This is an optimization exercise on Yosys and OpenROAD, whose aim is small area, a short achievable clock period and few clock cycles, not a production implementation. Function was checked by simulation only, so behaviour that the tests miss may differ from the original.

==> v1 <==
==> flow/design.v <==
module lzss_compress (
    input  wire        clk,
    input  wire        rst,
    input  wire        wr_en,
    input  wire [7:0]  wr_addr,
    input  wire [7:0]  wr_data,
    input  wire        start,
    input  wire [8:0]  src_len,
    output wire        busy,
    output wire        tok_valid,
    input  wire        tok_ready,
    output wire        tok_match,
    output wire [15:0] tok_data
);
    genvar g;
    reg        wen_r;
    reg  [7:0] waddr_r;
    reg  [7:0] wdata_r;
    reg        busy_r;
    always @(posedge clk) begin
        wen_r   <= wr_en & ~busy_r;
        waddr_r <= wr_addr;
        wdata_r <= wr_data;
    end
    wire [2047:0] mem;
    generate
        for (g = 0; g < 256; g = g + 1) begin : row
            reg [7:0] b;
            always @(posedge clk)
                if (wen_r && waddr_r == g) b <= wdata_r;
            assign mem[g*8 +: 8] = b;
        end
    endgenerate
    reg         run;
    reg  [8:0]  n;
    reg  [8:0]  ptr;       
    reg  [8:0]  ptr1;      
    reg  [4:0]  k;         
    reg         fresh;     
    reg         mrg;       
    reg         rl;        
    reg  [7:0]  c;         
    reg  [7:0]  c_prev;    
    reg  [7:0]  c_prev2;   
    reg  [255:1] V;        
    reg  [255:1] U;        
    reg         pend;
    reg         p_m;
    reg  [7:0]  p_a;       
    reg  [3:0]  p_any;     
    reg  [23:0] p_idx;     
    reg  [3:0]  p_l;       
    reg         o_valid;
    reg  [16:0] o_tok;
    wire o_free = ~o_valid | tok_ready;
    wire p_free = ~pend | o_free;
    wire go     = run & p_free;
    wire [255:0] mask;
    generate
        for (g = 0; g < 256; g = g + 1) begin : msk
            assign mask[g] = (ptr > g);
        end
    endgenerate
    wire [255:0] E;
    generate
        for (g = 0; g < 256; g = g + 1) begin : cmp
            assign E[g] = (mem[g*8 +: 8] == c);
        end
    endgenerate
    wire [255:1] Vs = fresh ? mask[254:0] : mrg ? {U[254:1], 1'b0} : {V[254:1], 1'b0};
    wire [255:1] S  = E[254:0] & Vs;
    wire [255:1] S2 = E[254:0] & mask[254:0];
    wire lt_n    = (ptr < n);
    wire can_cmp = (k != 5'd18) && lt_n;
    wire anyS    = |S;
    wire cont    = can_cmp & anyS;
    wire k_is2   = (k == 5'd2);
    wire merge   = ~fresh & ~k_is2;
    function [5:0] first64;
        input [63:0] v;
        integer q;
        begin
            first64 = 6'd63;
            for (q = 62; q >= 0; q = q - 1)
                if (v[q]) first64 = q;
        end
    endfunction
    wire [255:0] Vf = {V, 1'b0};
    wire [3:0]   q_any;
    wire [23:0]  q_idx;
    generate
        for (g = 0; g < 4; g = g + 1) begin : enc
            assign q_any[g]        = |Vf[g*64 +: 64];
            assign q_idx[g*6 +: 6] = first64(Vf[g*64 +: 64]);
        end
    endgenerate
    wire       is_m    = ~fresh & ~mrg & (k > 5'd2);
    wire [7:0] lit     = fresh ? c : (k[1] ? c_prev2 : c_prev);
    wire [4:0] len_m3  = k - 5'd3;
    wire [7:0] rd_next = mem[ptr1[7:0]*8 +: 8];
    wire emit = go & ~rl & ~cont;
    wire [8:0] p_cur = ptr - {4'd0, k};    
    wire done = merge ? ~lt_n : (fresh & (ptr1 >= n));
    wire [7:0] c0 = (wen_r && waddr_r == 8'd0) ? wdata_r : mem[7:0];
    wire       backup   = ~cont & ~merge & ~fresh;
    always @(posedge clk) begin
        if (rst) begin
            run <= 1'b0;
        end else if (!busy_r) begin
            run <= start & (src_len != 9'd0);
        end else if (emit && done) begin
            run <= 1'b0;
        end
    end
    always @(posedge clk) begin
        if (!busy_r) begin
            n      <= src_len;
            ptr    <= 9'd0;
            ptr1   <= 9'd1;
            k      <= 5'd0;
            fresh  <= 1'b1;
            mrg    <= 1'b0;
            c      <= c0;
            rl     <= 1'b0;
        end else if (!go) begin
            ptr    <= p_cur;
            ptr1   <= p_cur;
            k      <= 5'd0;
            fresh  <= 1'b1;
            mrg    <= 1'b0;
            rl     <= 1'b1;
        end else if (rl) begin
            ptr    <= ptr1;
            ptr1   <= ptr1 + 9'd1;
            c      <= rd_next;
            rl     <= 1'b0;
        end else begin
            ptr    <= backup ? ptr - 9'd1 : ptr1;
            ptr1   <= backup ? ptr : ptr1 + 9'd1;
            k      <= cont ? k + 5'd1 : {4'd0, merge};
            fresh  <= ~cont & ~merge;
            mrg    <= ~cont & merge;
            c      <= backup ? c_prev : rd_next;
        end
    end
    always @(posedge clk) begin
        c_prev  <= c;
        c_prev2 <= c_prev;
        V       <= S;
        U       <= S2;
    end
    wire [1:0] jq    = p_any[0] ? 2'd0 : p_any[1] ? 2'd1 : p_any[2] ? 2'd2 : 2'd3;
    wire [5:0] jlo   = p_idx[jq*6 +: 6];
    wire [8:0] p_off = {1'b0, p_a} - {1'b0, jq, jlo};
    always @(posedge clk) begin
        if (rst) begin
            pend    <= 1'b0;
            o_valid <= 1'b0;
        end else begin
            if (p_free) pend <= emit;
            if (o_free) o_valid <= pend;
        end
        if (go) begin
            p_m <= is_m;
            p_a <= is_m ? ptr[7:0] : lit;
            p_any <= q_any;
            p_idx <= q_idx;
            p_l <= len_m3[3:0];
        end
        if (o_free && pend)
            o_tok <= p_m ? {1'b1, 4'd0, p_off[7:0], p_l} : {1'b0, 8'd0, p_a};
    end
    wire run_nx  = run & ~(emit & done);
    wire pend_nx = p_free ? emit : pend;
    wire o_nx    = o_free ? pend : o_valid;
    always @(posedge clk) begin
        if (rst)          busy_r <= 1'b0;
        else if (!busy_r) busy_r <= start;
        else              busy_r <= run_nx | pend_nx | o_nx;
    end
    assign busy      = busy_r;
    assign tok_valid = o_valid;
    assign tok_match = o_tok[16];
    assign tok_data  = o_tok[15:0];
endmodule
==> flow/flow/run.sh <==
#!/bin/bash
# The standard layout (standard.sh) with one change: the timing repair
# after floorplan, clock tree synthesis and global routing aims for a setup
# slack of SETUP_PUSH ns at the design's clock period instead of the
# SETUP_SLACK_MARGIN of config.mk. The clock, constraints, synthesis and every
# other step are the standard flow's own.
set -euo pipefail
SETUP_PUSH=5.8
grep -q 'SETUP_SLACK_MARGIN=5 ' standard.sh
sed "s/SETUP_SLACK_MARGIN=5 /SETUP_SLACK_MARGIN=${SETUP_PUSH} /" standard.sh > standard_push.sh
bash standard.sh synth > log_synth.txt 2>&1
bash standard_push.sh > log_layout.txt 2>&1
test -s out/final.def
==> flow/standard.sh <==
#!/bin/bash
# synth_recipe.tcl (not shown) runs the flow's synth.tcl, then flattens the netlist and writes it again
# the make line also repeats each setting of config.mk as NAME=value (left out here)
make -C /OpenROAD-flow-scripts/flow DESIGN_CONFIG=/design/flow/config.mk WORK_HOME=/design/flow/orfs CLKGATE_MAP_FILE= SYNTH_SCRIPT=/design/flow/synth_recipe.tcl "${@:-finish}"
==> flow/config.mk <==
export PLATFORM = sky130hd
export DESIGN_NAME = lzss_compress
export DESIGN_NICKNAME = lzss_compress
export VERILOG_FILES = /design/flow/design.v
export SDC_FILE = /design/flow/constraint.sdc
export NUM_CORES = 4
export LEC_CHECK = 0
export CAP_MARGIN = 20
export CORE_MARGIN = 2
export CORE_UTILIZATION = 45
export CTS_CLUSTER_SIZE = 30
export SETUP_SLACK_MARGIN = 5
export SLEW_MARGIN = 20
==> flow/constraint.sdc <==
create_clock -name core_clock -period 10.0 [get_ports {clk}]
set_input_delay 2.0000 -clock core_clock [delete_from_list [all_inputs] [get_ports {clk}]]
set_output_delay 2.0000 -clock core_clock [all_outputs]
set_load 0.01 [all_outputs]
==> v5: changes against v1 <==
--- a/flow/design.v
+++ b/flow/design.v
@@ -19,5 +19,6 @@
     reg        busy_r;
     always @(posedge clk) begin
-        wen_r   <= wr_en & ~busy_r;
+        if (rst) wen_r <= 1'b0;
+        else     wen_r <= wr_en & ~busy_r;
         waddr_r <= wr_addr;
         wdata_r <= wr_data;
==> flow/run.sh (new file) <==
#!/bin/bash
# synth_recipe.tcl (not shown) runs the flow's synth.tcl, then flattens the netlist and writes it again
# the make line also repeats each setting of config.mk as NAME=value (left out here)
make -C /OpenROAD-flow-scripts/flow DESIGN_CONFIG=/design/flow/config.mk WORK_HOME=/design/flow/orfs CLKGATE_MAP_FILE= SYNTH_SCRIPT=/design/flow/synth_recipe.tcl finish
--- a/flow/config.mk
+++ b/flow/config.mk
@@ -8,5 +8,5 @@
 export CAP_MARGIN = 20
 export CORE_MARGIN = 2
-export CORE_UTILIZATION = 45
+export CORE_UTILIZATION = 40
 export CTS_CLUSTER_SIZE = 30
 export SETUP_SLACK_MARGIN = 5
removed: flow/flow/run.sh
removed: flow/standard.sh
==> v19: changes against v1 <==
--- a/flow/design.v
+++ b/flow/design.v
@@ -19,5 +19,6 @@
     reg        busy_r;
     always @(posedge clk) begin
-        wen_r   <= wr_en & ~busy_r;
+        if (rst) wen_r <= 1'b0;
+        else     wen_r <= wr_en & ~busy_r;
         waddr_r <= wr_addr;
         wdata_r <= wr_data;
@@ -98,5 +99,13 @@
     wire [7:0] lit     = fresh ? c : (k[1] ? c_prev2 : c_prev);
     wire [4:0] len_m3  = k - 5'd3;
-    wire [7:0] rd_next = mem[ptr1[7:0]*8 +: 8];
+    wire [15:0] rs_hi = 16'd1 << ptr1[7:4];
+    wire [15:0] rs_lo = 16'd1 << ptr1[3:0];
+    reg  [7:0]  rd_next;
+    integer ri;
+    always @(*) begin
+        rd_next = 8'd0;
+        for (ri = 0; ri < 256; ri = ri + 1)
+            rd_next = rd_next | ({8{rs_hi[ri >> 4] & rs_lo[ri & 15]}} & mem[ri*8 +: 8]);
+    end
     wire emit = go & ~rl & ~cont;
     wire [8:0] p_cur = ptr - {4'd0, k};    
==> flow/run.sh (new file) <==
#!/bin/bash
# synth_recipe.tcl (not shown) runs the flow's synth.tcl, then flattens the netlist and writes it again
# the make line also repeats each setting of config.mk as NAME=value (left out here)
make -C /OpenROAD-flow-scripts/flow DESIGN_CONFIG=/design/flow/config.mk WORK_HOME=/design/flow/orfs CLKGATE_MAP_FILE= SYNTH_SCRIPT=/design/flow/synth_recipe.tcl finish
--- a/flow/config.mk
+++ b/flow/config.mk
@@ -8,6 +8,5 @@
 export CAP_MARGIN = 20
 export CORE_MARGIN = 2
-export CORE_UTILIZATION = 45
-export CTS_CLUSTER_SIZE = 30
+export CORE_UTILIZATION = 40
 export SETUP_SLACK_MARGIN = 5
 export SLEW_MARGIN = 20
removed: flow/flow/run.sh
removed: flow/standard.sh
==> impl_metrics.yaml <==
run_status:
  status: "aborted with a tool error"
  lastStage: "global routing (5_1_grt)"
  stop_error: "[ERROR GRT-0116] Global routing finished with congestion. Check the congestion regions in the DRC Viewer."
global_route:
  grt_pass1_vias: 147600
  grt-ovfl-total: 5939
  track_usage_pct: 82.06
  grt_util_met1_pct: 82.99
  grt_pass1_wl_um: 1826000
  use_met2_pct: 93.21
yosys:
  synth.area.mux_share_pct: 1.214
  synth_compound_area_share_pct: 12.49
  synthXorXnorAreaFrac_pct: 14.00
  synth.area.top_cells: "edfxtp_1, xor2_1, dfxtp_1, nor2_1, xnor2_1"
  synth.distinct_cells: 104
  syn_inst: 10710
cts:
  numCtsBuffers: 309
  post_cts_resized: 589
  cts_setup_buffers: 184
die:
  die-width_um: 572.4
That was v19.
==> impl_metrics.yaml <==
run_status:
  status: "complete, no violations"
cts:
  cts_setup_buffers: 209
  numCtsBuffers: 304
global_route:
  use_met2_pct: 53.42
  grt_util_met1_pct: 50.03
  grt_pass1_wl_um: 774200
  track_usage_pct: 37.31
  grt-ovfl-total: 0
yosys:
  synth.area.mux_share_pct: 12.67
  synthXorXnorAreaFrac_pct: 13.61
  synth.distinct_cells: 97
  syn_inst: 9834
  synth_compound_area_share_pct: 5.504
That was v1.
==> impl_metrics.yaml <==
global_route:
  grt-ovfl-total: 0
  grt_pass1_vias: 87710
  use_met2_pct: 45.32
  track_usage_pct: 30.07
  grt_util_met1_pct: 41.73
yosys:
  syn_inst: 9917
  synth_compound_area_share_pct: 5.760
  synth.area.mux_share_pct: 12.48
  synth.distinct_cells: 97
  synthXorXnorAreaFrac_pct: 13.56
  synth.area.top_cells: "edfxtp_1, xor2_1, mux4_2, dfxtp_1, nor4_1"
  synthSimpleGateAreaFrac_pct: 9.121
place:
  io_buffers: 44
die:
  die-width_um: 582.2
worst_setup_path:
  critical_path_cell_count: 12
  crit_path_frequent_cell: "nand2_1"
sta:
  fmax_ghz: 0.1965
drt:
  route.met3.wl_um: 53070
run_status:
  status: "complete, no violations"
cts:
  post_cts_resized: 112
  numCtsBuffers: 304
That was v5.
Testbench counts of v1, summed over its fixed seeds: cycles 39,674.
Testbench counts of v5, summed over its fixed seeds: cycles 39,674.
Testbench counts of v19, summed over its fixed seeds: cycles 39,674.

[what the ideal ports hide]
The results above use ideal ports. As a check the final layouts listed here were re-extracted and re-timed, cells and wires unchanged.
Step 1: set_driving_cell puts a clkbuf_16 on clk and a buf_2 on each other input, an assumption about the parent block.
Step 2 adds t to the input delays and takes it off the output delays; t is the mean of the earliest and latest rising clock arrival at the registers after step 1. Input paths then give back, and output paths get back, about the clock's delay inside the block.
Three values: ideal, step 1, step 2; two values: the first two.
run | t, ns | setup WS [ns] | hold WS [ns] | worst setup path at the end | worst register clock-pin slew, ns
v1 | 1.036 | 4.988 / 4.988 / 4.983 | 0.385 / 0.385 / 0.385 | input to register | 0.07 / 0.07
v5 | 1.018 | 4.911 / 4.911 / 4.522 | 0.377 / 0.377 / 0.377 | input to register | 0.08 / 0.08
After both steps setup and hold are still met in every run listed. The setup slack of v5, which loses most, moves by 0.000 ns with the drivers and by -0.389 ns with both steps.
